This is an optimization exercise on Yosys and OpenROAD, whose aim is small area, not a production implementation. Where RTL was checked, it was by simulation tests only, not by an equivalence proof against the original. The RTL of run 5 was laid out without a check of its function. No activity file was given, so power comes from the tool's default toggle rates.

$ cat design/flow/design.v
module mcar_timer (
    input  wire        clk,
    input  wire        rst,         
    input  wire [39:0] cmd,
    input  wire        cmd_valid,
    input  wire        tick,        
    input  wire [7:0]  flag0,       
    input  wire [7:0]  flag1,       
    output wire        busy,
    output wire [7:0]  result,
    output wire [7:0]  fault,
    output wire [5:0]  pin_dir,
    output wire [5:0]  pin_out,
    output wire [7:0]  cb_out,
    output reg         cb_strobe
);
    localparam [7:0] OP_CFGNM = 8'h01, OP_DELAY = 8'h02, OP_SETCB = 8'h03,
                     OP_MINIT = 8'h04, OP_CHDIR = 8'h05, OP_SETDC = 8'h06,
                     OP_ROT   = 8'h07, OP_STOP  = 8'h08, OP_UPDSF = 8'h09;
    localparam [1:0] S_TEST = 2'd0, S_ON = 2'd1, S_LOW = 2'd2, S_OFF = 2'd3;
    reg        t_run;          
    reg [7:0]  t_k;            
    reg        t_toie;
    reg        t_tov;
    reg        ovf_pend;
    reg [15:0] need1;          
    reg [15:0] isr_cnt;
    reg [15:0] poll_left;      
    reg [1:0]  tref, mref;
    reg [7:0]  cb;
    reg        mstop;
    reg [1:0]  res;
    reg        flt;
    reg        pdir;
    reg        ena0, ena1, pwm;
    reg        dpoll_act;
    reg        setdc_act;
    reg [3:0]  on_ms;
    reg [1:0]  setdc_ph;
    reg        rot_act;
    wire stack_empty = !dpoll_act && !setdc_act && !rot_act;
    assign busy    = !stack_empty || flt;
    assign result  = {6'd0, res};
    assign fault   = {7'd0, flt};
    assign pin_dir = {6{pdir}};
    assign pin_out = {pwm, ena1 ^ pdir, ena1, pwm, ena0 ^ pdir, ena0};
    assign cb_out  = cb_strobe ? cb : 8'd0;
    wire f0_up = |flag0;
    wire f1_up = |flag1;
    wire tflag_up = tref[0] ? f0_up : f1_up;
    wire mflag_up = mref[0] ? f0_up : f1_up;
    wire [7:0]  op  = cmd[39:32];
    wire [31:0] arg = cmd[31:0];
    reg cmd_reserved;
    always @(*) begin
        case (op)
            OP_CFGNM: cmd_reserved = (arg[31:10] != 22'd0) || (arg[9:8] == 2'd3);
            OP_DELAY: cmd_reserved = 1'b0;
            OP_SETCB: cmd_reserved = (arg[31:8] != 24'd0);
            OP_MINIT: cmd_reserved = (arg[31:2] != 30'd0) || (arg[1:0] == 2'd3);
            OP_CHDIR: cmd_reserved = (arg[31:1] != 31'd0);
            OP_SETDC: cmd_reserved = (arg[31:8] != 24'd0);
            OP_ROT, OP_STOP, OP_UPDSF:
                      cmd_reserved = (arg != 32'd0);
            default:  cmd_reserved = 1'b1;
        endcase
    end
    reg [3:0] pct_div10;
    always @(*) begin
        case (arg[6:0])
            7'd0: pct_div10 = 4'd0;
            7'd1: pct_div10 = 4'd0;
            7'd2: pct_div10 = 4'd0;
            7'd3: pct_div10 = 4'd0;
            7'd4: pct_div10 = 4'd0;
            7'd5: pct_div10 = 4'd0;
            7'd6: pct_div10 = 4'd0;
            7'd7: pct_div10 = 4'd0;
            7'd8: pct_div10 = 4'd0;
            7'd9: pct_div10 = 4'd0;
            7'd10: pct_div10 = 4'd1;
            7'd11: pct_div10 = 4'd1;
            7'd12: pct_div10 = 4'd1;
            7'd13: pct_div10 = 4'd1;
            7'd14: pct_div10 = 4'd1;
            7'd15: pct_div10 = 4'd1;
            7'd16: pct_div10 = 4'd1;
            7'd17: pct_div10 = 4'd1;
            7'd18: pct_div10 = 4'd1;
            7'd19: pct_div10 = 4'd1;
            7'd20: pct_div10 = 4'd2;
            7'd21: pct_div10 = 4'd2;
            7'd22: pct_div10 = 4'd2;
            7'd23: pct_div10 = 4'd2;
            7'd24: pct_div10 = 4'd2;
            7'd25: pct_div10 = 4'd2;
            7'd26: pct_div10 = 4'd2;
            7'd27: pct_div10 = 4'd2;
            7'd28: pct_div10 = 4'd2;
            7'd29: pct_div10 = 4'd2;
            7'd30: pct_div10 = 4'd3;
            7'd31: pct_div10 = 4'd3;
            7'd32: pct_div10 = 4'd3;
            7'd33: pct_div10 = 4'd3;
            7'd34: pct_div10 = 4'd3;
            7'd35: pct_div10 = 4'd3;
            7'd36: pct_div10 = 4'd3;
            7'd37: pct_div10 = 4'd3;
            7'd38: pct_div10 = 4'd3;
            7'd39: pct_div10 = 4'd3;
            7'd40: pct_div10 = 4'd4;
            7'd41: pct_div10 = 4'd4;
            7'd42: pct_div10 = 4'd4;
            7'd43: pct_div10 = 4'd4;
            7'd44: pct_div10 = 4'd4;
            7'd45: pct_div10 = 4'd4;
            7'd46: pct_div10 = 4'd4;
            7'd47: pct_div10 = 4'd4;
            7'd48: pct_div10 = 4'd4;
            7'd49: pct_div10 = 4'd4;
            7'd50: pct_div10 = 4'd5;
            7'd51: pct_div10 = 4'd5;
            7'd52: pct_div10 = 4'd5;
            7'd53: pct_div10 = 4'd5;
            7'd54: pct_div10 = 4'd5;
            7'd55: pct_div10 = 4'd5;
            7'd56: pct_div10 = 4'd5;
            7'd57: pct_div10 = 4'd5;
            7'd58: pct_div10 = 4'd5;
            7'd59: pct_div10 = 4'd5;
            7'd60: pct_div10 = 4'd6;
            7'd61: pct_div10 = 4'd6;
            7'd62: pct_div10 = 4'd6;
            7'd63: pct_div10 = 4'd6;
            7'd64: pct_div10 = 4'd6;
            7'd65: pct_div10 = 4'd6;
            7'd66: pct_div10 = 4'd6;
            7'd67: pct_div10 = 4'd6;
            7'd68: pct_div10 = 4'd6;
            7'd69: pct_div10 = 4'd6;
            7'd70: pct_div10 = 4'd7;
            7'd71: pct_div10 = 4'd7;
            7'd72: pct_div10 = 4'd7;
            7'd73: pct_div10 = 4'd7;
            7'd74: pct_div10 = 4'd7;
            7'd75: pct_div10 = 4'd7;
            7'd76: pct_div10 = 4'd7;
            7'd77: pct_div10 = 4'd7;
            7'd78: pct_div10 = 4'd7;
            7'd79: pct_div10 = 4'd7;
            7'd80: pct_div10 = 4'd8;
            7'd81: pct_div10 = 4'd8;
            7'd82: pct_div10 = 4'd8;
            7'd83: pct_div10 = 4'd8;
            7'd84: pct_div10 = 4'd8;
            7'd85: pct_div10 = 4'd8;
            7'd86: pct_div10 = 4'd8;
            7'd87: pct_div10 = 4'd8;
            7'd88: pct_div10 = 4'd8;
            7'd89: pct_div10 = 4'd8;
            7'd90: pct_div10 = 4'd9;
            7'd91: pct_div10 = 4'd9;
            7'd92: pct_div10 = 4'd9;
            7'd93: pct_div10 = 4'd9;
            7'd94: pct_div10 = 4'd9;
            7'd95: pct_div10 = 4'd9;
            7'd96: pct_div10 = 4'd9;
            7'd97: pct_div10 = 4'd9;
            7'd98: pct_div10 = 4'd9;
            7'd99: pct_div10 = 4'd9;
            7'd100: pct_div10 = 4'd10;
            7'd101: pct_div10 = 4'd10;
            7'd102: pct_div10 = 4'd10;
            7'd103: pct_div10 = 4'd10;
            7'd104: pct_div10 = 4'd9;
            7'd105: pct_div10 = 4'd9;
            7'd106: pct_div10 = 4'd9;
            7'd107: pct_div10 = 4'd9;
            7'd108: pct_div10 = 4'd10;
            7'd109: pct_div10 = 4'd10;
            7'd110: pct_div10 = 4'd10;
            7'd111: pct_div10 = 4'd10;
            7'd112: pct_div10 = 4'd9;
            7'd113: pct_div10 = 4'd9;
            7'd114: pct_div10 = 4'd9;
            7'd115: pct_div10 = 4'd9;
            7'd116: pct_div10 = 4'd10;
            7'd117: pct_div10 = 4'd10;
            7'd118: pct_div10 = 4'd10;
            7'd119: pct_div10 = 4'd10;
            7'd120: pct_div10 = 4'd9;
            7'd121: pct_div10 = 4'd9;
            7'd122: pct_div10 = 4'd9;
            7'd123: pct_div10 = 4'd9;
            7'd124: pct_div10 = 4'd10;
            7'd125: pct_div10 = 4'd10;
            7'd126: pct_div10 = 4'd10;
            7'd127: pct_div10 = 4'd10;
        endcase
    end
    wire pct_oor, plan_oor;
    mt_gtk #(.W(8),  .K(8'd100))        u_pct_oor (.a(arg[7:0]), .gt(pct_oor));
    mt_gtk #(.W(32), .K(32'd2147450))   u_ms_oor  (.a(arg),      .gt(plan_oor));
    wire [3:0]  off_ms;
    mt_add #(4) u_off (.a(4'd10), .b(~on_ms), .ci(1'b1), .s(off_ms));
    wire [3:0]  sm_ms   = (setdc_ph == S_ON) ? on_ms : off_ms;
    wire [21:0] m       = {arg[21:12], stack_empty ? arg[11:0] : {8'd0, sm_ms}};
    wire [28:0] px = {m, 7'd0};
    wire [28:0] py = {7'd0, m};
    wire [28:0] pz = ~{5'd0, m, 2'd0};
    wire [28:0] cs_s = px ^ py ^ pz;
    wire [28:0] cs_c = (px & py) | (px & pz) | (py & pz);
    wire [28:0] s;
    mt_add #(29) u_mul (.a(cs_s), .b({cs_c[27:0], 1'b0}), .ci(1'b0), .s(s));
    wire        lo_zero = (m[11:0] == 12'd0);
    wire        m_zero  = lo_zero && (!stack_empty || m[21:12] == 10'd0);
    wire        short   = !stack_empty ||
                          ((m[21:6] == 16'd0) && (!m[5] || m[4:0] == 5'd0));
    wire [15:0] plan_n1 = (m_zero || !stack_empty) ? 16'd0 : s[27:12];
    wire        lo_n7   = (s[2:0] != 3'd7);
    wire [8:0]  qx;
    mt_add #(9) u_q (.a(s[11:3]), .b(~{7'd0, short & lo_n7, short ^ lo_n7}), .ci(1'b1), .s(qx));
    wire        q_zero  = m_zero || (!short && s[11:3] == 9'd0 && lo_n7);
    wire [7:0]  plan_q  = q_zero ? 8'd0 : qx[8:1];
    wire        isr_step = !flt && ovf_pend;
    wire        isr_done_cnt;
    mt_ge  #(16) u_isr_ge  (.a(isr_cnt), .b(need1), .ge(isr_done_cnt));
    wire        isr_done  = isr_done_cnt || tflag_up;
    wire        isr_clear = isr_step && isr_done;
    wire [15:0] isr_inc;
    mt_inc #(16) u_isr_inc (.a(isr_cnt), .ci(isr_step && !isr_done), .s(isr_inc), .co());
    wire        poll_step = !flt && !ovf_pend && dpoll_act && t_tov;
    wire [15:0] poll_dec;
    wire        poll_zero;
    mt_inc #(16) u_poll (.a(poll_left), .ci(poll_step), .s(poll_dec), .co(poll_zero));
    reg        n_run, n_toie, n_tov, n_pend, n_mstop, n_flt, n_pdir;
    reg        n_ena0, n_ena1, n_pwm, n_strobe;
    reg [7:0]  n_k, n_cb;
    reg [15:0] n_need1, n_poll_left;
    reg [1:0]  n_tref, n_mref, n_res, n_ph;
    reg [3:0]  n_on;
    reg        n_dpoll, n_setdc, n_rot;
    reg        raise_fault, start;
    reg  [7:0] k_mux;
    reg        k_tick;
    wire [7:0] k_dec;
    wire       k_ovf;
    mt_inc #(8) u_k (.a(k_mux), .ci(k_tick), .s(k_dec), .co(k_ovf));
    always @(*) begin
        n_run       = t_run;
        n_toie      = t_toie;
        n_tov       = t_tov;
        n_pend      = ovf_pend;
        n_need1     = need1;
        n_poll_left = poll_dec;
        n_tref      = tref;
        n_mref      = mref;
        n_cb        = cb;
        n_mstop     = mstop;
        n_res       = res;
        n_flt       = flt;
        n_pdir      = pdir;
        n_ena0      = ena0;
        n_ena1      = ena1;
        n_pwm       = pwm;
        n_strobe    = 1'b0;
        n_dpoll     = dpoll_act;
        n_setdc     = setdc_act;
        n_on        = on_ms;
        n_ph        = setdc_ph;
        n_rot       = rot_act;
        raise_fault = 1'b0;
        start       = 1'b0;
        k_mux       = t_k;
        k_tick      = 1'b0;
        if (flt) begin
        end else if (ovf_pend) begin
            n_pend = 1'b0;
            if (isr_done) begin
                n_run     = 1'b0;
                if (cb == 8'd1)
                    n_mstop = 1'b1;
                else if (cb != 8'd0)
                    n_strobe = 1'b1;
            end
        end else begin
            if (stack_empty) begin
                if (cmd_valid) begin
                    if (cmd_reserved) begin
                        n_res = 2'd1;
                    end else begin
                        case (op)
                            OP_CFGNM: begin
                                if (arg[7:1] != 7'd0) begin
                                    n_res = 2'd1;
                                end else begin
                                    n_toie = arg[0];
                                    n_tref = arg[9:8];
                                    n_res  = 2'd0;
                                end
                            end
                            OP_DELAY: begin
                                if (plan_oor)
                                    n_res = 2'd2;
                                else if (tref == 2'd0)
                                    raise_fault = 1'b1;
                                else if (tflag_up)
                                    n_res = 2'd3;
                                else
                                    start = 1'b1;
                            end
                            OP_SETCB: begin
                                if (arg[7:0] == 8'd0) begin
                                    n_res = 2'd1;
                                end else begin
                                    n_cb  = arg[7:0];
                                    n_res = 2'd0;
                                end
                            end
                            OP_MINIT: begin
                                n_pdir = 1'b1;
                                n_ena0 = 1'b1;
                                n_ena1 = 1'b1;
                                n_mref = arg[1:0];
                                n_cb   = 8'd1;
                                n_res  = 2'd0;
                            end
                            OP_CHDIR: begin
                                if (arg[0]) n_ena1 = !ena1;
                                else        n_ena0 = !ena0;
                                n_res = 2'd0;
                            end
                            OP_SETDC: begin
                                if (pct_oor) begin
                                    n_res = 2'd2;
                                end else begin
                                    n_setdc = 1'b1;
                                    n_on    = pct_div10;
                                    n_ph    = S_TEST;
                                end
                            end
                            OP_ROT: begin
                                if (mref == 2'd0) begin
                                    raise_fault = 1'b1;
                                end else if (mflag_up) begin
                                    n_res = 2'd3;
                                end else begin
                                    n_ena0  = !ena0;
                                    n_rot   = 1'b1;
                                    n_setdc = 1'b1;
                                    n_on    = 4'd5;
                                    n_ph    = S_TEST;
                                end
                            end
                            OP_STOP: begin
                                n_pwm   = 1'b0;
                                n_mstop = 1'b0;
                                n_res   = 2'd0;
                            end
                            OP_UPDSF: begin
                                n_mstop = 1'b1;
                                n_res   = 2'd0;
                            end
                            default: ;
                        endcase
                    end
                end
            end else if (dpoll_act) begin
                if (t_tov) begin
                    n_tov = 1'b0;
                    if (poll_zero || tflag_up) begin
                        n_run   = 1'b0;
                        n_dpoll = 1'b0;
                        if (!setdc_act && !rot_act) n_res = 2'd0;
                    end
                end
            end else if (setdc_act) begin
                case (setdc_ph)
                    S_TEST: begin
                        if (mref == 2'd0) begin
                            raise_fault = 1'b1;
                        end else if (!mstop && !mflag_up) begin
                            n_pwm = 1'b1;
                            n_ph  = S_ON;
                        end else begin
                            n_mstop = 1'b0;
                            n_setdc = 1'b0;
                            if (!rot_act) n_res = 2'd0;
                        end
                    end
                    S_LOW: begin
                        n_pwm = 1'b0;
                        n_ph  = S_OFF;
                    end
                    default: begin  
                        if (tref == 2'd0) begin
                            raise_fault = 1'b1;
                        end else begin
                            n_ph = setdc_ph + 2'd1;
                            if (!tflag_up) start = 1'b1;
                        end
                    end
                endcase
            end else begin
                n_ena0 = !ena0;
                n_rot  = 1'b0;
                n_res  = 2'd0;
            end
            if (start) begin
                n_need1     = plan_n1;
                n_poll_left = ~plan_n1;
                k_mux       = ~plan_q;
                n_run       = 1'b1;
                n_dpoll     = 1'b1;
            end
            k_tick = !raise_fault && tick && n_run;
            if (k_ovf) begin
                n_tov = 1'b1;
                if (t_toie) n_pend = 1'b1;
            end
        end
        if (raise_fault) n_flt = 1'b1;
        n_k = k_dec;
    end
    always @(posedge clk) begin
        if (rst) begin
            t_run     <= 1'b0;
            t_toie    <= 1'b0;
            t_tov     <= 1'b0;
            ovf_pend  <= 1'b0;
            isr_cnt   <= 16'd0;
            tref      <= 2'd0;
            mref      <= 2'd0;
            cb        <= 8'd0;
            mstop     <= 1'b0;
            res       <= 2'd0;
            flt       <= 1'b0;
            pdir      <= 1'b0;
            ena0      <= 1'b0;
            ena1      <= 1'b0;
            pwm       <= 1'b0;
            cb_strobe <= 1'b0;
            dpoll_act <= 1'b0;
            setdc_act <= 1'b0;
            rot_act   <= 1'b0;
        end else begin
            t_run     <= n_run;
            t_toie    <= n_toie;
            t_tov     <= n_tov;
            ovf_pend  <= n_pend;
            isr_cnt   <= isr_clear ? 16'd0 : isr_inc;
            tref      <= n_tref;
            mref      <= n_mref;
            cb        <= n_cb;
            mstop     <= n_mstop;
            res       <= n_res;
            flt       <= n_flt;
            pdir      <= n_pdir;
            ena0      <= n_ena0;
            ena1      <= n_ena1;
            pwm       <= n_pwm;
            cb_strobe <= n_strobe;
            dpoll_act <= n_dpoll;
            setdc_act <= n_setdc;
            rot_act   <= n_rot;
        end
    end
    always @(posedge clk) begin
        t_k       <= n_k;
        need1     <= n_need1;
        poll_left <= n_poll_left;
        on_ms     <= n_on;
        setdc_ph  <= n_ph;
    end
endmodule
module mt_add #(parameter W = 8) (
    input  wire [W-1:0] a,
    input  wire [W-1:0] b,
    input  wire         ci,
    output wire [W-1:0] s
);
    wire [W:0] c;
    assign c[0] = ci;
    genvar i;
    generate for (i = 0; i < W; i = i + 1) begin : g
        assign s[i]   = a[i] ^ b[i] ^ c[i];
        assign c[i+1] = (a[i] & b[i]) | (c[i] & (a[i] ^ b[i]));
    end endgenerate
endmodule
module mt_inc #(parameter W = 8) (
    input  wire [W-1:0] a,
    input  wire         ci,
    output wire [W-1:0] s,
    output wire         co
);
    wire [W:0] c;
    assign c[0] = ci;
    genvar i;
    generate for (i = 0; i < W; i = i + 1) begin : g
        assign s[i]   = a[i] ^ c[i];
        assign c[i+1] = c[i] & a[i];
    end endgenerate
    assign co = c[W];
endmodule
module mt_ge #(parameter W = 8) (
    input  wire [W-1:0] a,
    input  wire [W-1:0] b,
    output wire         ge
);
    wire [W:0] c;
    assign c[0] = 1'b1;
    genvar i;
    generate for (i = 0; i < W; i = i + 1) begin : g
        assign c[i+1] = (a[i] & ~b[i]) | (c[i] & (a[i] | ~b[i]));
    end endgenerate
    assign ge = c[W];
endmodule
module mt_gtk #(parameter W = 8, parameter [W-1:0] K = 0) (
    input  wire [W-1:0] a,
    output wire         gt
);
    wire [W:0] g;
    assign g[0] = 1'b0;
    genvar i;
    generate for (i = 0; i < W; i = i + 1) begin : b
        if (K[i]) begin : one
            assign g[i+1] = a[i] & g[i];
        end else begin : zero
            assign g[i+1] = a[i] | g[i];
        end
    end endgenerate
    assign gt = g[W];
endmodule
$ cat design/flow/flow/run.sh
#!/bin/bash
# Standard ORFS layout (the standard.sh, standard synthesis unchanged) with these
# changes: the port buffers use the smallest buffer cell; the constant outputs share
# one tie cell; CTS builds a small tree (clkbuf_8, no dummy loads); after global routing
# the resizer downsizes cells on paths with positive slack (RECOVER_POWER), then
# repairs slew and capacitance again (post_grt.tcl).
set -euo pipefail
HERE="$(cd "$(dirname "${BASH_SOURCE[0]}")" && pwd)"
export BUFFER_PORTS_ARGS="-buffer_cell sky130_fd_sc_hd__buf_1"
export SKIP_REPAIR_TIE_FANOUT=1
export CTS_ARGS="-sink_clustering_enable -repair_clock_nets -dont_use_dummy_load -sink_clustering_size 100 -sink_clustering_max_diameter 500 -buf_list sky130_fd_sc_hd__clkbuf_8"
export RECOVER_POWER=100
export POST_GLOBAL_ROUTE_TCL="$HERE/post_grt.tcl"
bash standard.sh finish > standard_flow.log 2>&1
$ cat design/flow/flow/post_grt.tcl
# After power recovery: repair max slew and capacitance again, then legalize and
# reroute the nets that changed.
global_route -start_incremental
repair_design -slew_margin 20 -cap_margin 20
detailed_placement
global_route -end_incremental
estimate_parasitics -global_routing
$ cat design/flow/standard.sh
#!/bin/bash
# synth_recipe.tcl (not shown) runs the flow's synth.tcl, then flattens the netlist and writes it again
# the make line also repeats each setting of config.mk as NAME=value (left out here)
make -C /OpenROAD-flow-scripts/flow DESIGN_CONFIG=/design/flow/config.mk WORK_HOME=/design/flow/orfs CLKGATE_MAP_FILE= SYNTH_SCRIPT=/design/flow/synth_recipe.tcl "${@:-finish}"
$ cat design/flow/config.mk
export PLATFORM = sky130hd
export DESIGN_NAME = mcar_timer
export DESIGN_NICKNAME = mcar_timer
export VERILOG_FILES = /design/flow/design.v
export SDC_FILE = /design/flow/constraint.sdc
export NUM_CORES = 4
export LEC_CHECK = 0
export CAP_MARGIN = 20
export CORE_MARGIN = 2
export CORE_UTILIZATION = 40
export SLEW_MARGIN = 20
$ cat design/flow/constraint.sdc
create_clock -name core_clock -period 14.0 [get_ports {clk}]
set_input_delay 2.8000 -clock core_clock [delete_from_list [all_inputs] [get_ports {clk}]]
set_output_delay 2.8000 -clock core_clock [all_outputs]
set_load 0.01 [all_outputs]
==> results of run 1 <==
-- final cells by class --
| class | instances | area (µm²) |
|---|---|---|
| sequential | 90 | 2022 |
| fill | 1687 | 9353 |
| clock buffer | 9 | 123.9 |
| timing repair buffer | 95 | 401.6 |
| multi-input combinational | 527 | 4178 |
| inverter | 61 | 230.2 |
| tap | 220 | 275.3 |
-- flip-flops by register name, summed over array words and instances, names as in the netlist, 2 cells and up --
register,flops
t_k,8
isr_cnt,16
tref,2
res,2
need1,16
cb,8
on_ms,4
setdc_ph,2
poll_left,16
mref,2
-- cell families (layout without fill, tap and decap cells) --
family          Yosys count  count (layout)
flops                    90              90
xor+xnor                  6               6
fa+ha+maj               106             106
mux                       9               9
compound gates          142             142
simple gates            263             263
other cells               1               1
buf+inv                 111             165
-- path summary, 6_finish.rpt --
check             slack [ns]       from         to
hold / removal          0.48     res[0]     res[0]
setup reg to reg        1.58  setdc_act  need1[15]
hold reg to reg         0.48     res[0]     res[0]
setup / recovery        0.37     cmd[1]  need1[15]
-- routing by layer --
metal | vias up | track usage
met5 | - | 0
met1 | 2534 | 0.2662
li1 | 2656 | -
met4 | 0 | 0.06433
met3 | 19 | 0.03212
met2 | 174 | 0.2883
-- power by group through the flow --
| stage | clock [mW] | sequential, mW | combinational (mW) |
|---|---|---|---|
| after global placement | 0 | 0.277 | 0.129 |
| final | 0.143 | 0.271 | 0.128 |
| after floorplan | 0 | 0.277 | 0.0910 |
| after detailed placement | 0 | 0.277 | 0.131 |
| after CTS | 0.148 | 0.271 | 0.131 |
-- metrics by stage --
stage / instance area, µm² / worst slack, ns
floorplan: 6777 / 0.6711
global placement: 7119 / 0.1303
detailed placement: 7119 / 0.01427
CTS: 7243 / 0.3638
finish: 7231 / 0.3728
-- cell usage in the layout (no fill, tap or decap), types with 4 or more instances in the layout --
master     count
o21ai_2        9
clkbuf_8       9
o2111ai_1      4
a21oi_1       33
nor4_2         4
nand3_1       20
nor2b_1        8
buf_1         83
a31oi_1        5
or4_1          9
nor3_1        18
a211o_1        4
nand2_1       56
nand2b_1      18
and2_1        20
fa_1          41
nor2_1        41
mux2i_1        8
ha_1          61
o21ai_0       28
maj3_1         4
and3_1         4
nor4_1        13
o211ai_1       6
edfxtp_1      22
or3_1          6
o22a_1         8
a311oi_1       4
inv_1         60
and2_0        28
dfxtp_1       68
nand4_1        8
buf_4          8
-- worst register-to-register path: cells and delay by family, from the launching register on --
kind / cells / cell delay, ns
xor gates and xnor gates: 1 / 0.13
DFF: 1 / 0.43
and+or+nand+nor: 3 / 0.70
adders and majority gates: 25 / 9.37
AOI/OAI and AO/OA: 1 / 0.30
buffers and inverters: 6 / 1.26
==> summary.txt, run 1 <==
Route
  • Post-Route M1 WL: 7.614 mm
  • Routed length on met2: 7.266 mm
  • Detailed Route WL: 16.22 mm
  • Via count normalized by instance count: 5.372
  • First-pass DRT Iterations: 5
  • Detailed-route DRC error count: 0
  • Detailed-route via count: 5383
  • Met3 routed WL: 1.024 mm
  • DRT iter0 DRCs: 363
  • Top routing layer used: met4
  • Wire length per cell: 16.19 µm
  • Post-DRT Antenna Nets: 0

Clock tree
  • Clk slew on worst S/H paths: 0.08 ns
  • Number of clock sinks: 90
  • CTS root buf: clkbuf_8
  • Buffers inserted during post-CTS setup optimization: 0
  • Clock buffer depth: 2
  • Number of buffers created by CTS: 9
  • Clock network latency to the later pin of the worst-skew pair: 0.38 ns
  • CTS tree: built
  • CTS hold repair buffers: 0
  • H-tree levels: 3
  • Resized Gates After CTS: 0

Hold path
  • Worst hold path type: reg -> reg
  • WHS Path Cells: 2

Synthesis
  • Post-synthesis adder-cell area fraction: 0.2397
  • Dominant synthesized flop cell: dfxtp_1
  • Post-synthesis sequential area ratio: 0.2984
  • Synth async-reset ratio: 0
  • Post-synthesis cell type with the largest combined area: dfxtp_1
  • Post-synthesis share of cell area spent on and, or, nand and nor gates: 0.2109
  • Synth Net Count: 890
  • Synth top cells by count: dfxtp_1 (68), ha_1 (61), inv_1 (60), nand2_1 (56), and2_1 (47)
  • Dominant combinational cell family by area after synthesis: adder cells
  • Area share of the leading cell type in the synthesized netlist: 0.2009
  • Warnings, synthesis: 1
  • Synthesized cell area: 6776 µm²
  • Synth area leaders: dfxtp_1 (20%), fa_1 (12%), ha_1 (11%)
  • Share of synthesized area spent on multiplexers: 0.01385
  • Synth Register Bits: 90
  • Synth Area per Inst: 9.308 µm²
  • Most instantiated library cell after synthesis: dfxtp_1
  • Compound-cell area share of the yosys netlist: 0.1488
  • Number of enable-type register cells in the synthesized netlist: 22
  • Synth Instances: 728
  • Xor/xnor cell area share of the yosys netlist: 0.007755
  • Yosys cell types: 78

Setup path
  • Crit start category: input pin
  • Stages on the worst setup path: 35
  • Worst path top cell family by delay: adder cells
  • Arrival time at the worst endpoint: 13.74 ns
  • CP peak stage delay: 0.57 ns
  • Highest fanout seen on the critical path: 3
  • Cell with the largest stage delay on the worst path: or4_1
  • Path type of the worst setup path: in -> reg
  • Critical path buffers and inverters: 6
  • Cells on worst reg2reg path: 36
  • Required time of the critical path: 14.11 ns
  • Most frequent cell on the critical path: fa_1
  • Capturing element type of the critical path: flip-flop

Pwr
  • Share of total power in the clock network: 0.264
  • Switching power as a share of total power: 0.2995
  • Logic gate share of total power: 0.236
  • Pwr Density: 74.99 nW/µm²
  • Cell Int Power: 0.3798 mW
  • Share of power burned in registers: 0.500
  • Total Power: 0.5423 mW
  • Switching component of the power: 0.1624 mW
  • Leakage power: 2.891 nW
  • Peak ir drop on the vdd network: 45.37 µV

Global route
  • Vias in the first global route: 5210
  • Global-route wire length before repair: 26.58 mm
  • Pin count of the biggest net entering global routing: 36
  • Total grt overflow: 0
  • GRT Resource Usage Total: 0.1872
  • Initial antenna violation count: 0

Placed design
  • I/O Buffers: 84
  • HPWL Detailed: 12.86 mm
  • Post-Place Cells: 990
  • Final weighted congestion of routability-driven global placement: 0.9019

Floorplanning
  • Floorplan row count: 47
  • Die outline area: 18000 µm²
  • Core region area: 16580 µm²
  • Starting utilization of the core area: 0.4086
  • Die extent in y: 134.2 µm
  • Horizontal extent of the die: 134.2 µm
  • Number of primary I/O pins: 98

STA
  • Number of endpoints with negative hold slack in the final report: 0
  • Slew @ Worst Pin: 1.030 ns
  • Final Hold Slack: 0.4763 ns
  • Achievable Freq: 0.07338 GHz
  • Post-route minimum period: 13.63 ns
  • Post-route setup TNS: 0 ns
  • Post-Route Skew: 0.02948 ns
  • Setup violators final: 0
  • Worst max-slew margin expressed relative to the limit: 0.3131
  • Fin crit share: 0.9734
  • Slew Limit Fails: 0

Outcome
  • Status: complete, no violations

Cells and area
  • Area growth from synthesis to final layout: 6.702%
  • Fraction of layout cells with a size suffix above 1: 0.05627
  • Post-Layout Cell Count: 1002
  • Number of diodes added for antenna fixing: 0
  • Final net count: 946
  • End-of-flow core utilization: 0.4360

Flow run
  • Number of maximum-capacitance violations: 0
==> inputs of run 2 (changes only) <==
--- a/design/flow/flow/run.sh
+++ b/design/flow/flow/run.sh
@@ -5,3 +5,3 @@
 # the resizer downsizes cells on paths with positive slack (RECOVER_POWER), then
-# repairs slew and capacitance again (post_grt.tcl).
+# repairs slew and capacitance again (post_grt.tcl); timing-driven placement keeps none of its trial buffers.
 set -euo pipefail
@@ -12,2 +12,3 @@
 export RECOVER_POWER=100
+export GPL_KEEP_OVERFLOW=0
 export POST_GLOBAL_ROUTE_TCL="$HERE/post_grt.tcl"
==> summary.txt, run 2 <==
Outcome
  • Status: complete, no violations

Cells and area
  • Fraction of layout cells with a size suffix above 1: 0.04516 (-0.01110)
  • Area growth from synthesis to final layout: 5.705%
  • Post-Layout Cell Count: 995 (-0.70%)
  • Most common cell after layout, fill and taps aside: buf_1
  • Largest regs: isr_cnt x16, need1 x16, poll_left x16
  • Number of diodes added for antenna fixing: 0 (unchanged)
  • Most used cells in the layout excluding fill and tap cells: buf_1 (79), dfxtp_1 (68), ha_1 (61)
  • End-of-flow core utilization: 0.4319 (-0.004074)
  • Final net count: 939 (-0.74%)

Clock tree
  • Clock network latency to the later pin of the worst-skew pair: 0.37 ns (about the same)
  • H-tree levels: 3 (unchanged)
  • Clk slew on worst S/H paths: 0.08 ns (about the same)
  • CTS hold repair buffers: 0 (unchanged)
  • Resized Gates After CTS: 0 (unchanged)
  • CTS tree: built
  • Number of buffers created by CTS: 9 (unchanged)
  • Buffers inserted during post-CTS setup optimization: 0 (unchanged)
  • CTS root buf: clkbuf_8
  • Clock buffer depth: 2 (unchanged)
  • Number of clock sinks: 90 (unchanged)

Synthesis
  • Warnings, synthesis: 1 (unchanged)
  • Most instantiated library cell after synthesis: dfxtp_1
  • Dominant combinational cell family by area after synthesis: adder cells
  • Area share of the leading cell type in the synthesized netlist: 0.2009 (unchanged)
  • Share of synthesized area spent on multiplexers: 0.01385 (unchanged)
  • Compound-cell area share of the yosys netlist: 0.1488 (unchanged)
  • Xor/xnor cell area share of the yosys netlist: 0.007755 (unchanged)
  • Number of enable-type register cells in the synthesized netlist: 22 (unchanged)
  • Synth Area per Inst: 9.308 µm² (unchanged)
  • Synth Net Count: 890 (unchanged)
  • Post-synthesis sequential area ratio: 0.2984 (unchanged)
  • Yosys cell types: 78 (unchanged)
  • Synth Register Bits: 90 (unchanged)
  • Synthesized cell area: 6776 µm² (unchanged)
  • Post-synthesis cell type with the largest combined area: dfxtp_1
  • Synth Instances: 728 (unchanged)
  • Post-synthesis share of cell area spent on and, or, nand and nor gates: 0.2109 (unchanged)
  • Synth top cells by count: dfxtp_1 (68), ha_1 (61), inv_1 (60), nand2_1 (56), and2_1 (47)
  • Synth area leaders: dfxtp_1 (20%), fa_1 (12%), ha_1 (11%)
  • Dominant synthesized flop cell: dfxtp_1
  • Post-synthesis adder-cell area fraction: 0.2397 (unchanged)
  • Synth async-reset ratio: 0 (unchanged)

Setup path
  • Most frequent cell on the critical path: fa_1
  • Startpoint of the worst setup timing path: cmd[1]
  • Path type of the worst setup path: in -> reg
  • Critical Path End: need1[15]
  • Stages on the worst setup path: 35 (unchanged)
  • Capturing element type of the critical path: flip-flop
  • CP peak stage delay: 0.55 ns (-0.02 ns)
  • Startpoint of the most critical register-to-register path: setdc_act
  • Crit start category: input pin
  • Critical path buffers and inverters: 6 (unchanged)
  • Worst path top cell family by delay: adder cells
  • Cell with the largest stage delay on the worst path: or4_1
  • Highest fanout seen on the critical path: 8 (+5)
  • Required time of the critical path: 14.12 ns (about the same)
  • FF-to-FF End: need1[15]
  • Cells on worst reg2reg path: 34 (-5.6%)
  • Reg-to-reg setup timing slack: 2.14 ns (+0.56 ns)
  • Arrival time at the worst endpoint: 13.70 ns (-0.04 ns)

STA
  • Post-route minimum period: 13.58 ns (-0.04362 ns)
  • Achievable Freq: 0.07362 GHz (+0.32%)
  • Setup violators final: 0 (unchanged)
  • Slew Limit Fails: 0 (unchanged)
  • Post-route setup TNS: 0 ns (unchanged)
  • Worst max-slew margin expressed relative to the limit: 0.3445 (+0.03146)
  • Number of endpoints with negative hold slack in the final report: 0 (unchanged)
  • Fin crit share: 0.9703 (-0.003116)
  • Slew @ Worst Pin: 0.9584 ns (-0.07197 ns)
  • Post-Route Skew: 0.02204 ns (-0.007439 ns)

Floorplanning
  • Horizontal extent of the die: 134.2 µm (unchanged)
  • Floorplan row count: 47 (unchanged)
  • Starting utilization of the core area: 0.4086 (unchanged)
  • Core region area: 16580 µm² (unchanged)
  • Number of primary I/O pins: 98 (unchanged)
  • Die extent in y: 134.2 µm (unchanged)
  • Die outline area: 18000 µm² (unchanged)

Route
  • Post-DRT Antenna Nets: 0 (unchanged)
  • Met3 routed WL: 909 µm (-11%)
  • Detailed-route DRC error count: 0 (unchanged)
  • Detailed Route WL: 15.99 mm (-1.4%)
  • First-pass DRT Iterations: 5 (unchanged)
  • Post-Route M1 WL: 7.909 mm (+3.9%)
  • Detailed-route via count: 5284 (-1.8%)
  • Wire length per cell: 16.07 µm (-0.72%)
  • Routed length on met2: 6.748 mm (-7.1%)
  • Top routing layer used: met4
  • Via count normalized by instance count: 5.311 (-1.1%)
  • DRT iter0 DRCs: 425 (+17%)

Placed design
  • Final weighted congestion of routability-driven global placement: 0.8743 (-3.1%)
  • HPWL Detailed: 12.78 mm (-0.60%)
  • Post-Place Cells: 984 (-0.61%)
  • I/O Buffers: 84 (unchanged)

Pwr
  • Leakage power: 2.855 nW (-1.2%)
  • Pwr Density: 75.47 nW/µm² (+0.64%)
  • Total Power: 0.5406 mW (-0.30%)
  • Peak ir drop on the vdd network: 41.40 µV (-8.7%)

Global route
  • Vias in the first global route: 5095 (-2.2%)
  • Global-route wire length before repair: 26.34 mm (-0.91%)
  • GRT Resource Usage Total: 0.1861 (-0.001061)
  • Initial antenna violation count: 0 (unchanged)
  • Total grt overflow: 0 (unchanged)
  • Pin count of the biggest net entering global routing: 36 (unchanged)

Flow run
  • Number of maximum-capacitance violations: 0 (unchanged)

Hold path
  • Worst hold path type: reg -> reg
==> run 2: cell counts after synthesis <==
No cell type changed its count.
==> run 2: layout make-up <==
type                            instances  area [µm²]
Fill cell                            1704        9420
Multi-Input combinational cell        527        4164
Sequential cell                        90        2022
Timing Repair Buffer                   88       347.8
Tap cell                              220       275.3
Inverter                               61       230.2
Clock buffer                            9       123.9
==> run 2: layer usage <==
layer | global-route usage | up-vias
li1 | - | 2636
met1 | 0.2795 | 2470
met4 | 0.07076 | 0
met5 | 0 | -
met3 | 0.03817 | 33
met2 | 0.2611 | 145
==> run 2: worst min path at each step <==
stage / end / startpoint / cells past startpoint / slack, ns
final: cb[7] / cb[7] / 2 / 0.48
after CTS: cb[7] / cb[7] / 2 / 0.48
after detailed placement: cb[7] / cb[7] / 2 / 0.47
after global placement: cb[4] / cb[4] / 2 / 0.47
after floorplan: cb[7] / cb[7] / 2 / 0.45
==> run 2: kinds of logic after synthesis <==
family / Yosys count
adders and majority gates: 106
AOI/OAI and AO/OA: 142
xor gates and xnor gates: 6
DFF: 90
buffers and inverters: 111
other: 1
muxes: 9
and+or+nand+nor: 263
==> run 2: metrics by stage <==
step	cell area (µm²)	hold slack, ns	setup WS, ns
after floorplan	6777	0.4482	0.6711
after global placement	7054	0.4708	0.07236
after detailed placement	7081	0.4658	0.005620
after CTS	7204	0.4779	0.3848
final	7163	0.4758	0.4165
==> run 2: worst min-delay path, delay by kind of cell (launching register included) <==
kind,cells,cell delay [ns]
flops,1,0.31
simple gates,1,0.07
compound gates,1,0.05
==> run 2: power by group <==
part           internal (mW)  switching (mW)  total [mW]
combinational         0.0502          0.0767       0.127
clock                 0.0577          0.0848       0.142
sequential             0.271        0.000122       0.271
total                  0.379           0.162       0.541
==> inputs of run 3 (changes only) <==
--- a/design/flow/config.mk
+++ b/design/flow/config.mk
@@ -9,3 +9,4 @@
 export CORE_MARGIN = 2
-export CORE_UTILIZATION = 40
+export CORE_UTILIZATION = 60
+export PLACE_DENSITY = 0.8
 export SLEW_MARGIN = 20
==> summary.txt, run 3 <==
Cells and area
  • Final design instance area without fill: 7054 µm² (-1.5%)
  • Most common cell after layout, fill and taps aside: buf_1
  • Area growth from synthesis to final layout: 4.099%
  • Post-Layout Cell Count: 914 (-8.1%)
  • Number of diodes added for antenna fixing: 0 (unchanged)
  • Final net count: 938 (-0.11%)
  • Most used cells in the layout excluding fill and tap cells: buf_1 (81), dfxtp_1 (68), ha_1 (61)
  • Largest regs: isr_cnt x16, need1 x16, poll_left x16
  • Fraction of layout cells with a size suffix above 1: 0.04651 (+0.001350)

Route
  • Wire length per cell: 17.40 µm (+8.3%)
  • Detailed Route WL: 15.90 mm (-0.56%)
  • Detailed-route DRC error count: 0 (unchanged)
  • Via count normalized by instance count: 5.944 (+12%)
  • Post-DRT Antenna Nets: 0 (unchanged)
  • First-pass DRT Iterations: 5 (unchanged)
  • DRT iter0 DRCs: 441 (+3.8%)
  • Detailed-route via count: 5433 (+2.8%)

Clock tree
  • CTS root buf: clkbuf_8
  • Number of clock sinks: 90 (unchanged)
  • Clock network latency to the later pin of the worst-skew pair: 0.37 ns (about the same)
  • Buffers inserted during post-CTS setup optimization: 0 (unchanged)
  • CTS hold repair buffers: 0 (unchanged)
  • H-tree levels: 3 (unchanged)
  • CTS tree: built
  • Clk slew on worst S/H paths: 0.08 ns (about the same)
  • Resized Gates After CTS: 0 (unchanged)
  • Number of buffers created by CTS: 9 (unchanged)
  • Clock buffer depth: 2 (unchanged)

Synthesis
  • Post-synthesis cell type with the largest combined area: dfxtp_1
  • Synth async-reset ratio: 0 (unchanged)
  • Synth top cells by count: dfxtp_1 (68), ha_1 (61), inv_1 (60), nand2_1 (56), and2_1 (47)
  • Synth Register Bits: 90 (unchanged)
  • Dominant synthesized flop cell: dfxtp_1
  • Number of enable-type register cells in the synthesized netlist: 22 (unchanged)
  • Post-synthesis sequential area ratio: 0.2984 (unchanged)
  • Area share of the leading cell type in the synthesized netlist: 0.2009 (unchanged)
  • Synth Net Count: 890 (unchanged)
  • Synth Area per Inst: 9.308 µm² (unchanged)
  • Synth area leaders: dfxtp_1 (20%), fa_1 (12%), ha_1 (11%)
  • Synthesized cell area: 6776 µm² (unchanged)
  • Most instantiated library cell after synthesis: dfxtp_1
  • Warnings, synthesis: 1 (unchanged)
  • Yosys cell types: 78 (unchanged)
  • Synth Instances: 728 (unchanged)

Floorplanning
  • Die outline area: 12160 µm² (-32%)
  • Floorplan row count: 38 (-19%)
  • Die extent in y: 110.3 µm (-18%)
  • Core region area: 10940 µm² (-34%)
  • Number of primary I/O pins: 98 (unchanged)
  • Starting utilization of the core area: 0.6197 (+0.2110)
  • Horizontal extent of the die: 110.3 µm (-18%)

Setup path
  • Crit start category: input pin
  • Reg-to-reg setup timing slack: 2.06 ns (-0.08 ns)
  • Path type of the worst setup path: in -> reg
  • Capturing element type of the critical path: flip-flop
  • Required time of the critical path: 14.10 ns (-0.02 ns)
  • Arrival time at the worst endpoint: 13.68 ns (-0.02 ns)
  • Cell with the largest stage delay on the worst path: or4_1
  • Highest fanout seen on the critical path: 8 (unchanged)
  • Most frequent cell on the critical path: fa_1
  • CP peak stage delay: 0.55 ns (about the same)

Global route
  • GRT Resource Usage Total: 0.2793 (+0.09314)
  • Initial antenna violation count: 0 (unchanged)
  • Global-route wire length before repair: 25.77 mm (-2.1%)
  • Total grt overflow: 0 (unchanged)
  • Vias in the first global route: 5155 (+1.2%)
  • Pin count of the biggest net entering global routing: 36 (unchanged)

STA
  • Worst max-slew margin expressed relative to the limit: 0.3377 (-0.006780)
  • Slew @ Worst Pin: 0.9934 ns (+0.03495 ns)
  • Number of endpoints with negative hold slack in the final report: 0 (unchanged)
  • Achievable Freq: 0.07362 GHz (about the same)
  • Fin crit share: 0.9703 (about the same)
  • Setup violators final: 0 (unchanged)
  • Post-route minimum period: 13.58 ns (+0.0005520 ns)
  • Slew Limit Fails: 0 (unchanged)
  • Post-Route Skew: 0.02802 ns (+0.005982 ns)

Placed design
  • Area of placed instances: 6973 µm² (-1.5%)
  • HPWL Detailed: 12.88 mm (+0.76%)
  • Final weighted congestion of routability-driven global placement: 0.9685 (+11%)
  • Post-Place Cells: 903 (-8.2%)
  • I/O Buffers: 84 (unchanged)

Flow run
  • Number of maximum-capacitance violations: 0 (unchanged)

Pwr
  • Total Power: 0.5433 mW (+0.49%)
  • Peak ir drop on the vdd network: 38.07 µV (-8.1%)
  • Switching component of the power: 0.1627 mW (+0.73%)
  • Switching power as a share of total power: 0.2995 (+0.0007107)
  • Share of power burned in registers: 0.500 (-0.002)
  • Logic gate share of total power: 0.241 (+0.006)
  • Leakage power: 2.849 nW (-0.23%)
  • Pwr Density: 77.02 nW/µm² (+2.0%)
  • Cell Int Power: 0.3805 mW (+0.39%)
  • Share of total power in the clock network: 0.259 (-0.005)

Hold path
  • Worst hold path type: reg -> reg

Outcome
  • Status: complete, no violations
## run 3: cell count changes in the layout (fill, tap and decap cells not counted), moves of 2 or more
cell	change
and2_0	-3
and2_1	+3
buf_1	+2
clkbuf_1	-2
nor4_2	+2
o21ai_1	+2
## run 3: layer usage
| layer | routed length [µm] | GRT usage | share of wire |
|---|---|---|---|
| met5 | 0 | 0 | 0 |
| met4 | 342 | 0.09018 | 0.022 |
| met3 | 1178 | 0.06290 | 0.074 |
| met2 | 7024 | 0.4058 | 0.44 |
| met1 | 7356 | 0.4124 | 0.46 |
## run 3: cells by family after synthesis
group / count (synthesis) / share of synthesized area
compound gates: 142 / 0.1488
xor+xnor: 6 / 0.007756
fa+ha+maj: 106 / 0.2397
buf+inv: 111 / 0.08013
flops: 90 / 0.2984
mux: 9 / 0.01385
other cells: 1 / 0.0005534
simple gates: 263 / 0.2109
## run 3: critical path, delay by kind of cell
kind,cells,cell delay [ns]
adder cells (fa/ha/maj),25,9.35
AND/OR/NAND/NOR,2,0.71
buffers and inverters,6,0.58
AO/OA/AOI/OAI,1,0.13
XOR/XNOR,1,0.13
## run 3: worst paths after layout
check | from | to | cells after the start
worst min-delay path | res[1] | res[1] | 2
worst max-delay path | cmd[1] | need1[15] | 35
worst max register to register | setdc_act | need1[15] | 34
worst min register to register | res[1] | res[1] | 2
## run 3: final cells by class
type | count | area, µm²
fillers | 971 | 3881
repair buffers | 87 | 336.6
inverters | 61 | 230.2
clock buffers | 9 | 123.9
multi-input cells | 527 | 4167
well taps | 140 | 175.2
flip-flops and latches | 90 | 2022
## run 3: through the flow
| step | worst slack [ns] | setup TNS [ns] | utilization | hold slack [ns] |
|---|---|---|---|---|
| final | 0.4159 | 0 | 0.6451 | 0.4809 |
| after CTS | 0.3580 | 0 | 0.6490 | 0.4826 |
| after detailed placement | -0.004442 | -0.004442 | 0.6376 | 0.4707 |
| after global placement | 0.1570 | 0 | 0.6359 | 0.4645 |
| after floorplan | 0.6711 | 0 | - | 0.4482 |
## run 3: power by group through the flow
| stage | registers [mW] | clock network (mW) | logic [mW] |
|---|---|---|---|
| after global placement | 0.277 | 0 | 0.128 |
| final | 0.271 | 0.141 | 0.131 |
| after floorplan | 0.277 | 0 | 0.0910 |
| after CTS | 0.271 | 0.144 | 0.134 |
| after detailed placement | 0.277 | 0 | 0.133 |
==> inputs of run 4 (changes only) <==
--- a/design/flow/flow/run.sh
+++ b/design/flow/flow/run.sh
@@ -10,3 +10,3 @@
 export SKIP_REPAIR_TIE_FANOUT=1
-export CTS_ARGS="-sink_clustering_enable -repair_clock_nets -dont_use_dummy_load -sink_clustering_size 100 -sink_clustering_max_diameter 500 -buf_list sky130_fd_sc_hd__clkbuf_8"
+export CTS_ARGS="-sink_clustering_enable -repair_clock_nets -dont_use_dummy_load -sink_clustering_size 6 -sink_clustering_max_diameter 30 -balance_levels -root_buf sky130_fd_sc_hd__clkbuf_8 -buf_list sky130_fd_sc_hd__clkbuf_4"
 export RECOVER_POWER=100
==> summary.txt, run 4 <==
Synthesis
  • Synth Area per Inst: 9.308 µm² (unchanged)
  • Most instantiated library cell after synthesis: dfxtp_1
  • Synth Instances: 728 (unchanged)
  • Synth Net Count: 890 (unchanged)
  • Post-synthesis sequential area ratio: 0.2984 (unchanged)
  • Yosys cell types: 78 (unchanged)
  • Dominant synthesized flop cell: dfxtp_1
  • Synth top cells by count: dfxtp_1 (68), ha_1 (61), inv_1 (60), nand2_1 (56), and2_1 (47)
  • Post-synthesis cell type with the largest combined area: dfxtp_1
  • Synth async-reset ratio: 0 (unchanged)
  • Synth Register Bits: 90 (unchanged)
  • Area share of the leading cell type in the synthesized netlist: 0.2009 (unchanged)
  • Number of enable-type register cells in the synthesized netlist: 22 (unchanged)
  • Synth area leaders: dfxtp_1 (20%), fa_1 (12%), ha_1 (11%)
  • Synthesized cell area: 6776 µm² (unchanged)
  • Warnings, synthesis: 1 (unchanged)

Setup path
  • Highest fanout seen on the critical path: 8 (unchanged)
  • Critical path buffers and inverters: 6 (unchanged)
  • Arrival time at the worst endpoint: 13.68 ns (about the same)
  • Most frequent cell on the critical path: fa_1
  • Crit start category: input pin
  • Path type of the worst setup path: in -> reg
  • CP peak stage delay: 0.55 ns (about the same)
  • Cell with the largest stage delay on the worst path: or4_1
  • Capturing element type of the critical path: flip-flop
  • Worst path top cell family by delay: adder cells
  • Required time of the critical path: 14.10 ns (about the same)

Floorplanning
  • Number of primary I/O pins: 98 (unchanged)
  • Die outline area: 12160 µm² (unchanged)
  • Starting utilization of the core area: 0.6197 (unchanged)
  • Horizontal extent of the die: 110.3 µm (unchanged)
  • Floorplan row count: 38 (unchanged)
  • Core region area: 10940 µm² (unchanged)
  • Die extent in y: 110.3 µm (unchanged)

Route
  • Detailed-route DRC error count: 0 (unchanged)
  • Via count normalized by instance count: 5.944 (unchanged)
  • Post-DRT Antenna Nets: 0 (unchanged)
  • Detailed Route WL: 15.90 mm (unchanged)
  • Wire length per cell: 17.40 µm (unchanged)
  • DRT iter0 DRCs: 441 (unchanged)
  • First-pass DRT Iterations: 5 (unchanged)
  • Detailed-route via count: 5433 (unchanged)

Hold path
  • Worst hold path type: reg -> reg

Pwr
  • Leakage power: 2.849 nW (unchanged)
  • Total Power: 0.5433 mW (unchanged)
  • Peak ir drop on the vdd network: 38.07 µV (unchanged)
  • Pwr Density: 77.02 nW/µm² (unchanged)

Global route
  • Vias in the first global route: 5155 (unchanged)
  • Global-route wire length before repair: 25.77 mm (unchanged)
  • GRT Resource Usage Total: 0.2793 (unchanged)
  • Pin count of the biggest net entering global routing: 36 (unchanged)
  • Initial antenna violation count: 0 (unchanged)
  • Total grt overflow: 0 (unchanged)

STA
  • Achievable Freq: 0.07362 GHz (unchanged)
  • Number of endpoints with negative hold slack in the final report: 0 (unchanged)
  • Slew Limit Fails: 0 (unchanged)
  • Final Hold Slack: 0.4809 ns (unchanged)
  • Post-route minimum period: 13.58 ns (unchanged)
  • Setup violators final: 0 (unchanged)
  • Worst max-slew margin expressed relative to the limit: 0.3377 (unchanged)
  • Slew @ Worst Pin: 0.9934 ns (unchanged)
  • Post-Route Skew: 0.02802 ns (unchanged)
  • Fin crit share: 0.9703 (unchanged)
  • Worst path setup slack after routing: 0.4159 ns (unchanged)

Cells and area
  • Area growth from synthesis to final layout: 4.099% (unchanged)
  • End-of-flow core utilization: 0.6451 (unchanged)
  • Number of diodes added for antenna fixing: 0 (unchanged)
  • Fraction of layout cells with a size suffix above 1: 0.04651 (unchanged)
  • Most common cell after layout, fill and taps aside: buf_1
  • Final design instance area without fill: 7054 µm² (unchanged)
  • Final net count: 938 (unchanged)
  • Most used cells in the layout excluding fill and tap cells: buf_1 (81), dfxtp_1 (68), ha_1 (61)
  • Largest regs: isr_cnt x16, need1 x16, poll_left x16

Placed design
  • I/O Buffers: 84 (unchanged)
  • HPWL Detailed: 12.88 mm (unchanged)
  • Worst Setup Slack post-DPL: -0.004442 ns (unchanged)
  • Area of placed instances: 6973 µm² (unchanged)
  • Final weighted congestion of routability-driven global placement: 0.9685 (unchanged)

Clock tree
  • CTS root buf: clkbuf_8
  • Buffers inserted during post-CTS setup optimization: 0 (unchanged)
  • CTS tree: built
  • Number of clock sinks: 90 (unchanged)
  • Clock network latency to the later pin of the worst-skew pair: 0.37 ns (about the same)
  • Clk slew on worst S/H paths: 0.08 ns (about the same)
  • Number of buffers created by CTS: 9 (unchanged)
  • Resized Gates After CTS: 0 (unchanged)
  • Clock buffer depth: 2 (unchanged)
  • CTS hold repair buffers: 0 (unchanged)
  • H-tree levels: 3 (unchanged)

Outcome
  • Status: complete, no violations

Flow run
  • Number of maximum-capacitance violations: 0 (unchanged)
## run 4: per-stage QoR
stage | cells | setup TNS, ns
2_1_floorplan | 728 | 0
6_report | 914 | 0
3_5_place_dp | 903 | -0.004442
3_3_place_gp | 902 | 0
4_1_cts | 912 | 0
## run 4: cell families (layout without fill, tap and decap cells)
family | after synthesis | in the layout | synth area share
compound gates | 142 | 142 | 0.1488
xor+xnor | 6 | 6 | 0.007756
fa+ha+maj | 106 | 106 | 0.2397
buf+inv | 111 | 157 | 0.08013
flops | 90 | 90 | 0.2984
mux | 9 | 9 | 0.01385
other cells | 1 | 1 | 0.0005534
simple gates | 263 | 263 | 0.2109
## run 4: final timing paths
check / startpoint / end / slack [ns] / cells after the start
worst min-delay path: res[1] / res[1] / 0.48 / 2
worst max register to register: setdc_act / need1[15] / 2.06 / 34
worst max-delay path: cmd[1] / need1[15] / 0.42 / 35
worst min register to register: res[1] / res[1] / 0.48 / 2
## run 4: area by class of cell
class                      count  area [µm²]
timing repair buffer          87       336.6
clock buffer                   9       123.9
sequential                    90        2022
tap                          140       175.2
inverter                      61       230.2
multi-input combinational    527        4167
fill                         971        3881
## run 4: power breakdown
part | switching [mW] | internal [mW]
sequential | 0.000135 | 0.271
clock | 0.0833 | 0.0577
combinational | 0.0793 | 0.0516
## run 4: tightest hold or removal path, stage by stage, from the launching register on
cell	delay [ns]
dfxtp_1	0.32
nand2b_1	0.06
mux2i_1	0.06
## run 4: layer usage
layer / part of all wire / track usage
met2: 0.44 / 0.4058
met3: 0.074 / 0.06290
met5: 0 / 0
met1: 0.46 / 0.4124
met4: 0.022 / 0.09018
==> inputs of run 5 (changes only) <==
--- a/design/flow/design.v
+++ b/design/flow/design.v
@@ -253,4 +253,4 @@
         n_pend      = ovf_pend;
-        n_need1     = need1;
-        n_poll_left = poll_dec;
+        n_need1     = dpoll_act ? need1 : plan_n1;
+        n_poll_left = dpoll_act ? poll_dec : ~plan_n1;
         n_tref      = tref;
@@ -273,3 +273,3 @@
         start       = 1'b0;
-        k_mux       = t_k;
+        k_mux       = dpoll_act ? t_k : ~plan_q;
         k_tick      = 1'b0;
@@ -409,5 +409,2 @@
             if (start) begin
-                n_need1     = plan_n1;
-                n_poll_left = ~plan_n1;
-                k_mux       = ~plan_q;
                 n_run       = 1'b1;
==> design/flow/flow/run.sh (replaced) <==
#!/bin/bash
# Standard ORFS layout (the standard.sh, standard synthesis unchanged) with these
# changes: the port buffers use the smallest buffer cell; the constant outputs share
# one tie cell; CTS builds a small tree (clkbuf_8, no dummy loads); after global routing
# the resizer downsizes cells on paths with positive slack (RECOVER_POWER), then
# repairs slew and capacitance again (post_grt.tcl).
set -euo pipefail
HERE="$(cd "$(dirname "${BASH_SOURCE[0]}")" && pwd)"
export BUFFER_PORTS_ARGS="-buffer_cell sky130_fd_sc_hd__buf_1"
export SKIP_REPAIR_TIE_FANOUT=1
export CTS_ARGS="-sink_clustering_enable -repair_clock_nets -dont_use_dummy_load -sink_clustering_size 100 -sink_clustering_max_diameter 500 -buf_list sky130_fd_sc_hd__clkbuf_8"
export RECOVER_POWER=100
export POST_GLOBAL_ROUTE_TCL="$HERE/post_grt.tcl"
bash standard.sh finish > standard_flow.log 2>&1
--- a/design/flow/config.mk
+++ b/design/flow/config.mk
@@ -9,4 +9,3 @@
 export CORE_MARGIN = 2
-export CORE_UTILIZATION = 60
-export PLACE_DENSITY = 0.8
+export CORE_UTILIZATION = 40
 export SLEW_MARGIN = 20
==> summary.txt, run 5 <==
STA
  • Worst max-slew margin expressed relative to the limit: 0.1923 (-0.1454)
  • Fin crit share: 0.9492 (-0.02110)
  • Achievable Freq: 0.07525 GHz (+2.2%)
  • Post-Route Skew: 0.02961 ns (+0.001587 ns)
  • Post-route minimum period: 13.29 ns (-0.2953 ns)
  • Number of endpoints with negative hold slack in the final report: 0 (unchanged)
  • Slew Limit Fails: 0 (unchanged)
  • Setup violators final: 0 (unchanged)
  • Post-route setup TNS: 0 ns (unchanged)
  • Slew @ Worst Pin: 1.200 ns (+0.2070 ns)
  • Worst path setup slack after routing: 0.7112 ns (+0.2953 ns)

Cells and area
  • Number of diodes added for antenna fixing: 0 (unchanged)
  • Area growth from synthesis to final layout: 7.409%
  • Largest regs: isr_cnt x16, need1 x16, poll_left x16
  • Most common cell after layout, fill and taps aside: buf_1
  • Fraction of layout cells with a size suffix above 1: 0.04987 (+0.003360)
  • Most used cells in the layout excluding fill and tap cells: buf_1 (83), inv_1 (76), dfxtp_1 (68)
  • End-of-flow core utilization: 0.4380 (-0.2071)
  • Final net count: 946 (+0.85%)

Placed design
  • Final weighted congestion of routability-driven global placement: 0.8875 (-8.4%)
  • Worst Setup Slack post-DPL: 0.4528 ns (+0.4572 ns)
  • I/O Buffers: 84 (unchanged)
  • HPWL Detailed: 12.95 mm (+0.54%)

Route
  • Detailed Route WL: 16.56 mm (+4.1%)
  • First-pass DRT Iterations: 4 (-1)
  • Detailed-route DRC error count: 0 (unchanged)
  • DRT iter0 DRCs: 338 (-23%)
  • Post-DRT Antenna Nets: 0 (unchanged)
  • Detailed-route via count: 5312 (-2.2%)
  • Post-Route M1 WL: 7.658 mm (+4.1%)
  • Via count normalized by instance count: 5.301 (-11%)
  • Met3 routed WL: 678 µm (-42%)
  • Top routing layer used: met4
  • Wire length per cell: 16.52 µm (-5.0%)
  • Routed length on met2: 7.964 mm (+13%)

Pwr
  • Leakage power: 2.934 nW (+3.0%)
  • Peak ir drop on the vdd network: 47.71 µV (+25%)
  • Pwr Density: 91.46 nW/µm² (+19%)

Global route
  • Pin count of the biggest net entering global routing: 32 (-11%)
  • Initial antenna violation count: 0 (unchanged)
  • GRT Resource Usage Total: 0.1944 (-0.08486)
  • Global-route wire length before repair: 26.96 mm (+4.6%)
  • Total grt overflow: 0 (unchanged)
  • Vias in the first global route: 5068 (-1.7%)

Clock tree
  • Clock buffer depth: 2 (unchanged)
  • Buffers inserted during post-CTS setup optimization: 0 (unchanged)
  • Clk slew on worst S/H paths: 0.10 ns (+0.02 ns)
  • H-tree levels: 3 (unchanged)
  • CTS tree: built
  • Clock network latency to the later pin of the worst-skew pair: 0.39 ns (+0.02 ns)
  • Number of buffers created by CTS: 9 (unchanged)
  • CTS root buf: clkbuf_8
  • Resized Gates After CTS: 0 (unchanged)
  • Number of clock sinks: 90 (unchanged)
  • CTS hold repair buffers: 0 (unchanged)

Synthesis
  • Synthesized cell area: 6738 µm² (-0.57%)
  • Number of enable-type register cells in the synthesized netlist: 22 (unchanged)
  • Area share of the leading cell type in the synthesized netlist: 0.2020 (+0.001156)
  • Synth top cells by count: inv_1 (76), dfxtp_1 (68), ha_1 (61), nor2_1 (51), a21oi_1 (46)
  • Synth Register Bits: 90 (unchanged)
  • Most instantiated library cell after synthesis: inv_1
  • Synth async-reset ratio: 0 (unchanged)
  • Warnings, synthesis: 1 (unchanged)
  • Post-synthesis cell type with the largest combined area: dfxtp_1
  • Synth area leaders: dfxtp_1 (20%), fa_1 (12%), ha_1 (11%)
  • Post-synthesis sequential area ratio: 0.3001 (+0.001718)
  • Yosys cell types: 78 (unchanged)
  • Dominant synthesized flop cell: dfxtp_1
  • Synth Instances: 727 (-0.14%)
  • Synth Net Count: 889 (-0.11%)
  • Synth Area per Inst: 9.268 µm² (-0.44%)

Floorplanning
  • Starting utilization of the core area: 0.4077 (-0.2119)
  • Horizontal extent of the die: 133.8 µm (+21%)
  • Die outline area: 17900 µm² (+47%)
  • Die extent in y: 133.8 µm (+21%)
  • Core region area: 16520 µm² (+51%)
  • Floorplan row count: 47 (+24%)
  • Number of primary I/O pins: 98 (unchanged)

Setup path
  • Cells on worst reg2reg path: 34 (unchanged)
  • Most frequent cell on the critical path: fa_1
  • CP peak stage delay: 0.42 ns (-0.13 ns)
  • Crit start category: input pin
  • Required time of the critical path: 14.25 ns (+0.15 ns)
  • Path type of the worst setup path: in -> reg
  • Highest fanout seen on the critical path: 2 (-6)
  • Arrival time at the worst endpoint: 13.54 ns (-0.14 ns)
  • Capturing element type of the critical path: flip-flop
  • Cell with the largest stage delay on the worst path: fa_1

Flow run
  • Number of maximum-capacitance violations: 0 (unchanged)

Hold path
  • Worst hold path type: reg -> reg
  • WHS Path Cells: 2 (unchanged)

Outcome
  • Status: complete, no violations
[run 5: changes by cell type after synthesis, sizes merged, moves of 8 or more]
| cell | previous run | this run |
|---|---|---|
| inv | 60 | 76 |
| o21ai | 40 | 9 |
| nor2 | 41 | 51 |
| nand3 | 20 | 12 |
| a21oi | 35 | 46 |
| nand2 | 56 | 33 |
[run 5: final timing paths]
path / startpoint / slack (ns) / endpoint
worst max-delay path: cmd[2] / 0.71 / poll_left[14]
worst min-delay path: res[1] / 0.48 / res[1]
worst max register to register: setdc_act / 1.75 / poll_left[14]
worst min register to register: res[1] / 0.48 / res[1]
[run 5: metrics by stage]
| stage | cell area [µm²] | power [mW] | cells | hold slack (ns) |
|---|---|---|---|---|
| floorplan | 6738 | 0.4725 | 727 | 0.4491 |
| global placement | 7123 | 0.5219 | 991 | 0.4686 |
| detailed placement | 7129 | 0.5265 | 991 | 0.4744 |
| CTS | 7253 | 0.6735 | 1000 | 0.4894 |
| finish | 7237 | 0.6619 | 1002 | 0.4808 |
[run 5: area by class of cell]
type | instances | area, µm²
clock buffer | 9 | 123.9
fill | 1673 | 9288
inverter | 76 | 285.3
multi-input combinational | 509 | 4125
sequential | 90 | 2022
tap | 220 | 275.3
timing repair buffer | 98 | 405.4
[run 5: logic make-up (layout without fill, tap and decap cells)]
group | after synthesis | in the layout | synth area share
DFF | 90 | 90 | 0.3001
xor gates and xnor gates | 6 | 6 | 0.007801
buffers and inverters | 128 | 183 | 0.08616
muxes | 13 | 13 | 0.01968
and+or+nand+nor | 255 | 255 | 0.2137
adders and majority gates | 106 | 106 | 0.2410
other | 1 | 1 | 0.0005566
AOI/OAI and AO/OA | 128 | 128 | 0.1309
[run 5: report_power, final]
| part | total (mW) | internal [mW] | switching (mW) |
|---|---|---|---|
| logic | 0.177 | 0.0778 | 0.0995 |
| registers | 0.339 | 0.321 | 0.0179 |
| clock network | 0.145 | 0.0577 | 0.0875 |
| total | 0.662 | 0.457 | 0.205 |
[run 5: worst max-delay path: cells and delay by family]
kind | cells | cell delay [ns]
buffers and inverters | 4 | 0.32
AOI/OAI and AO/OA | 2 | 0.19
adders and majority gates | 26 | 9.80
and+or+nand+nor | 2 | 0.44
[run 5: per-layer routing]
layer | vias to the layer above | track usage
met4 | 0 | 0.05615
met5 | - | 0
met2 | 124 | 0.3202
li1 | 2655 | -
met3 | 18 | 0.03288
met1 | 2515 | 0.2637

[what the ideal ports hide]
Ports are ideal in the flow. The routed layouts listed here were re-timed in OpenROAD. Step 1, drivers: a clkbuf_16 drives clk and a buf_2 each remaining input, both assumed. Step 2 times the ports against the registers' clock, not the clock port: input delays grow and output delays shrink by t, the midpoint of the rising clock arrivals with the driver on. Slacks: ideal ports / drivers / drivers and shift; pairs: ideal ports / drivers.
| run | t, ns | setup WS [ns] | worst setup path at the end |
|---|---|---|---|
| run 1 | 0.404 | 0.373 / 0.388 / -0.016 | input to register |
| run 2 | 0.396 | 0.416 / 0.432 / 0.036 | input to register |
| run 3 | 0.393 | 0.416 / 0.425 / 0.032 | input to register |
| run 4 | 0.393 | 0.416 / 0.425 / 0.032 | input to register |
| run 5 | 0.411 | 0.711 / 0.729 / 0.318 | input to register |
Met with ideal ports but missed after step 2: setup timing in run 1. For run 5, which loses most, drivers alone change the setup slack by +0.018 ns; drivers and shift together by -0.393 ns.
